Background: an optimization exercise with open tools, aiming at small area. Do not read the settings as production practice. Function was checked by simulation only, so behaviour that the tests miss may differ from the original. No activity file was given, so power comes from the tool's default toggle rates.

## job 4529
// nos64_ptw
module nos64_ptw (
    input  wire        clk,
    input  wire        rst,             
    input  wire        cmd_valid,
    output wire        cmd_ready,
    input  wire [71:0] cmd_word,        
    input  wire [3:0]  rd_addr,
    output reg  [63:0] rd_data,
    output wire        tgt_req_valid,
    input  wire        tgt_req_ready,
    output wire        tgt_req_reg,     
    output wire [63:0] tgt_req_addr,
    input  wire        tgt_resp_valid,
    input  wire        tgt_resp_ok,
    input  wire [63:0] tgt_resp_data,
    output wire        diag_valid,
    output wire [1:0]  diag_level,
    output wire [9:0]  diag_flags,
    output wire [63:0] diag_value
);
    reg        busy;      
    reg [1:0]  op;        
    reg        dec_now;   
    reg        tr_now;    
    reg        req;       
    reg        regph;     
    reg        memfail;   
    reg [1:0]  lvl;       
    reg [63:0] operand;
    reg [63:0] r0, r1, r2, r3;
    wire [7:0] cw = cmd_word[71:64];
    wire is_translate = (cw == 8'h10);
    wire is_decode    = (cw[7:2] == 6'b0010_00);
    wire accept       = cmd_valid && !busy;
  ...
Size: about 840 cells after synthesis, about 0.013 mm^2 of cells after synthesis.
Settings: LEC_CHECK=0, CAP_MARGIN=5, CORE_MARGIN=2, CORE_UTILIZATION=65, PLACE_DENSITY=0.8, SLEW_MARGIN=5; clock period 6.0 ns.
standard.sh (not shown) runs the stock make flow with config.mk's settings and CLKGATE_MAP_FILE= SYNTH_SCRIPT=/design/flow/synth_recipe.tcl, a recipe that flattens the netlist after the stock synthesis.
==> flow/flow/run.sh <==
#!/bin/bash
# Standard ORFS layout with three changes:
#  1. after the standard synthesis, the combinational logic is mapped again by ABC with an
#     area-oriented script (flow/area.abc); every flip-flop is kept as the standard synthesis
#     made it (same instances, names and cell types);
#  2. port buffers are buf_1 cells;
#  3. the clock tree uses clkbuf_8 cells and larger sink clusters.
# Each tool's output goes to a log file of its own in this folder.
set -euo pipefail
here=$(pwd)
export BUFFER_PORTS_ARGS="-buffer_cell sky130_fd_sc_hd__buf_1"
export CTS_ARGS="-sink_clustering_enable -repair_clock_nets -dont_use_dummy_load -sink_clustering_size 18 -sink_clustering_max_diameter 60 -buf_list sky130_fd_sc_hd__clkbuf_8"
R=$here/orfs/results/$FLOW_PLATFORM/nos64_ptw/base
LIB=$FLOW_HOME/platforms/$FLOW_PLATFORM/lib/sky130_fd_sc_hd__tt_025C_1v80.lib
YOSYS=$FLOW_HOME/../tools/install/yosys/bin/yosys
[ -x "$YOSYS" ] || YOSYS=yosys

# 1. standard synthesis, unchanged
bash standard.sh synth > synth.log 2>&1
cp $R/1_2_yosys.v $here/std_1_2_yosys.v

# 2. area re-mapping of the combinational logic
SEQ=$(cat $here/flow/seq_cells.txt)
DU=""; for c in $(cat $here/flow/dont_use.txt); do DU="$DU -dont_use $c"; done
printf 'set_driving_cell sky130_fd_sc_hd__buf_1\nset_load 5\n' > $here/abc.constr
cat > $here/reopt.ys <<EOT
read_liberty -ignore_miss_func -overwrite $LIB
read_verilog $here/std_1_2_yosys.v
hierarchy -top $FLOW_TOP
setattr -mod -set keep_hierarchy 1 $SEQ sky130_fd_sc_hd__conb_1
flatten
blackbox $SEQ sky130_fd_sc_hd__conb_1
techmap
opt -purge
abc -script $here/flow/area.abc -liberty $LIB $DU -constr $here/abc.constr -D 6000
splitnets
opt_clean -purge
hilomap -singleton -hicell sky130_fd_sc_hd__conb_1 HI -locell sky130_fd_sc_hd__conb_1 LO
insbuf -buf sky130_fd_sc_hd__buf_1 A X
rename -hide w:*.*
opt_clean -purge
stat -liberty $LIB
write_verilog -noattr -nohex -nodec $here/reopt_1_2_yosys.v
EOT
$YOSYS -s $here/reopt.ys > reopt.log 2>&1
$YOSYS -p "read_liberty -lib $LIB; read_verilog $here/reopt_1_2_yosys.v; hierarchy -top $FLOW_TOP; check -assert -mapped" > reopt_check.log 2>&1
# the flip-flops must be exactly those of the standard synthesis
ff() { grep -E '^\s*sky130_fd_sc_hd__[a-z]*df[a-z]*_[0-9]+ ' "$1" | awk '{print $1, $2}' | sort; }
if ! cmp -s <(ff $here/std_1_2_yosys.v) <(ff $here/reopt_1_2_yosys.v); then
  echo "re-mapping changed the flip-flops" >&2; exit 1
fi
cp $here/reopt_1_2_yosys.v $R/1_2_yosys.v

# 3. the rest of the standard layout
bash standard.sh > standard.log 2>&1
Other scripts of this flow, unchanged in this note and not shown: flow/flow/area.abc, flow/flow/dont_use.txt, flow/flow/seq_cells.txt
What job 4293 does differently from job 4529 at the input level:
# job 4529
export LEC_CHECK = 0
export CAP_MARGIN = 5
export CORE_MARGIN = 2
export CORE_UTILIZATION = 65
export PLACE_DENSITY = 0.8
export SLEW_MARGIN = 5
create_clock -name core_clock -period 6.0 [get_ports {clk}]
# job 4293
export LEC_CHECK = 0
export CAP_MARGIN = 20
export CORE_MARGIN = 2
export CORE_UTILIZATION = 65
export PLACE_DENSITY = 0.8
export SLEW_MARGIN = 20
create_clock -name core_clock -period 6.0 [get_ports {clk}]
-- flow/flow/run.sh --
<<< job 4529, line 11
export BUFFER_PORTS_ARGS="-buffer_cell sky130_fd_sc_hd__buf_1"
export CTS_ARGS="-sink_clustering_enable -repair_clock_nets -dont_use_dummy_load -sink_clustering_size 18 -sink_clustering_max_diameter 60 -buf_list sky130_fd_sc_hd__clkbuf_8"
R=$here/orfs/results/$FLOW_PLATFORM/nos64_ptw/base
>>> job 4293, line 11
export BUFFER_PORTS_ARGS="-buffer_cell sky130_fd_sc_hd__buf_1"
export CTS_ARGS="-sink_clustering_enable -repair_clock_nets -dont_use_dummy_load -sink_clustering_size 18 -sink_clustering_max_diameter 50 -buf_list sky130_fd_sc_hd__clkbuf_8"
R=$here/orfs/results/$FLOW_PLATFORM/nos64_ptw/base
## What came out
- Final net count in job 4293 is 0.83% above job 4529.
- Compared to job 4529, job 4293 has register share of the cell area 0.65 points lower.
- Summary of job 4293 over job 4529: maximum level of the CTS H-tree went up 1; total of clock buffers placed in the layout went up about 50%.
- Highest ir drop seen on vdd for job 4293: 9.9% up relative to job 4529
- Compared with job 4529, job 4293 shows post-layout total power that has gone up by a few percent.
- The first element of the critical path comes out regph in one run and op[1] in the other, namely in job 4529 and job 4293 respectively.
The inputs of job 6039 differ from those of job 4293 as listed below.
# job 4293
export LEC_CHECK = 0
export CAP_MARGIN = 20
export CORE_MARGIN = 2
export CORE_UTILIZATION = 65
export PLACE_DENSITY = 0.8
export SLEW_MARGIN = 20
create_clock -name core_clock -period 6.0 [get_ports {clk}]
# job 6039
export LEC_CHECK = 0
export CAP_MARGIN = 5
export CORE_MARGIN = 2
export CORE_UTILIZATION = 65
export PLACE_DENSITY = 0.8
export SLEW_MARGIN = 5
create_clock -name core_clock -period 6.0 [get_ports {clk}]
-- flow/flow/run.sh --
<<< job 4293, line 11
export BUFFER_PORTS_ARGS="-buffer_cell sky130_fd_sc_hd__buf_1"
export CTS_ARGS="-sink_clustering_enable -repair_clock_nets -dont_use_dummy_load -sink_clustering_size 18 -sink_clustering_max_diameter 50 -buf_list sky130_fd_sc_hd__clkbuf_8"
R=$here/orfs/results/$FLOW_PLATFORM/nos64_ptw/base
>>> job 6039, line 11
export BUFFER_PORTS_ARGS="-buffer_cell sky130_fd_sc_hd__buf_1"
export CTS_ARGS="-sink_clustering_enable -repair_clock_nets -dont_use_dummy_load -sink_clustering_size 10 -sink_clustering_max_diameter 35 -buf_list sky130_fd_sc_hd__clkbuf_4"
R=$here/orfs/results/$FLOW_PLATFORM/nos64_ptw/base
Results
Every run (job 4293 and job 6039) finished clean. From job 4293 to job 6039 the numbers moved as follows: count of non-filler cells in the finished layout picked up an extra 14, wire length of the first global-routing pass lost about 0.5%, proportion of power drawn by combinational gates picked up an extra 0.3 points, total track usage lost 0.19 points. Job 6039 against job 4293: standard cell area after detailed placement held; number of detailed-routing iterations run before antenna repair higher.
Input changes introduced in job 2901 (baseline for comparison: job 6039):
# job 6039
export LEC_CHECK = 0
export CAP_MARGIN = 5
export CORE_MARGIN = 2
export CORE_UTILIZATION = 65
export PLACE_DENSITY = 0.8
export SLEW_MARGIN = 5
create_clock -name core_clock -period 6.0 [get_ports {clk}]
# job 2901
export LEC_CHECK = 0
export CAP_MARGIN = 20
export CORE_MARGIN = 2
export CORE_UTILIZATION = 65
export PLACE_DENSITY = 0.8
export SLEW_MARGIN = 20
create_clock -name core_clock -period 6.0 [get_ports {clk}]
-- flow/flow/run.sh --
<<< job 6039, line 11
export BUFFER_PORTS_ARGS="-buffer_cell sky130_fd_sc_hd__buf_1"
export CTS_ARGS="-sink_clustering_enable -repair_clock_nets -dont_use_dummy_load -sink_clustering_size 10 -sink_clustering_max_diameter 35 -buf_list sky130_fd_sc_hd__clkbuf_4"
R=$here/orfs/results/$FLOW_PLATFORM/nos64_ptw/base
>>> job 2901, line 11
export BUFFER_PORTS_ARGS="-buffer_cell sky130_fd_sc_hd__buf_1"
export CTS_ARGS="-sink_clustering_enable -repair_clock_nets -dont_use_dummy_load -sink_clustering_size 20 -sink_clustering_max_diameter 60 -buf_list sky130_fd_sc_hd__clkbuf_8"
R=$here/orfs/results/$FLOW_PLATFORM/nos64_ptw/base
[summary]
Job 2901 vs. job 6039: power share of the combinational group held, total power fell by 43 uW. Summary of the comparison: amount of wire on met3 after detailed routing is lower in job 2901, relative to job 6039. Job 2901 against job 6039: final antenna-violating net count did not really move, clock network contribution to total cell area shows a reduction of 0.19 points.
Setup changes, job 2901 to job 9042
# job 2901
export LEC_CHECK = 0
export CAP_MARGIN = 20
export CORE_MARGIN = 2
export CORE_UTILIZATION = 65
export PLACE_DENSITY = 0.8
export SLEW_MARGIN = 20
create_clock -name core_clock -period 6.0 [get_ports {clk}]
# job 9042
export LEC_CHECK = 0
export CAP_MARGIN = 10
export CORE_MARGIN = 2
export CORE_UTILIZATION = 65
export GPL_TIMING_DRIVEN = 0
export PLACE_DENSITY = 0.8
export SLEW_MARGIN = 10
create_clock -name core_clock -period 6.0 [get_ports {clk}]
## What came out
- Share of the cycle needed by the critical path after routing, job 9042 and job 2901, higher one = job 2901.
- From job 2901 to job 9042 the numbers moved as follows: share of the final layout cell area in sequential cells went down 1.2 points; combinational share of power went up 0.5 points.
- Diff job 9042 and job 2901: global-route total usage across every layer higher in job 2901
- Post-route standard cell area excluding fillers: job 9042 vs job 2901 up 1.9%
- Placed instance area (job 9042 vs. job 2901) increases slightly
- In the final design statistics, job 9042 uses more standard cells in total than job 2901.

afterwards: timing with drivers on the ports:
In the flow no input, the clock included, has a driving cell. The finished layouts below were timed again as built, in two steps.
Step 1 (the two cells are an assumption about what drives the block):
set clk [get_ports {clk}]
set_driving_cell -lib_cell sky130_fd_sc_hd__clkbuf_16 $clk
set_driving_cell -lib_cell sky130_fd_sc_hd__buf_2 [delete_from_list [all_inputs] $clk]
Step 2 adds t to the input delays and takes it off the output delays; t is the mean of the earliest and latest rising clock arrival at the registers after step 1. Input paths then give back, and output paths get back, about the clock's delay inside the block.
a / b / c = ideal ports / drivers / drivers and shift; a / b = the first two.
run | shift t [ns] | setup slack, ns | latest minus earliest clock arrival (ns) | slew at the worst register clock pin (ns) | worst data-port slew with drivers (ns)
job 4529 | 0.600 | 0.427 / 0.385 / 0.584 | 0.032 / 0.032 | 0.11 / 0.11 | 0.09
job 4293 | 0.575 | 0.333 / 0.290 / 0.499 | 0.049 / 0.048 | 0.11 / 0.11 | 0.09
job 6039 | 0.698 | 0.295 / 0.252 / 0.557 | 0.065 / 0.065 | 0.11 / 0.11 | 0.09
job 2901 | 0.611 | 0.395 / 0.347 / 0.562 | 0.039 / 0.039 | 0.12 / 0.12 | 0.08
job 9042 | 0.583 | 0.406 / 0.363 / 0.508 | 0.044 / 0.044 | 0.12 / 0.12 | 0.08
After both steps every run listed still meets setup and hold.
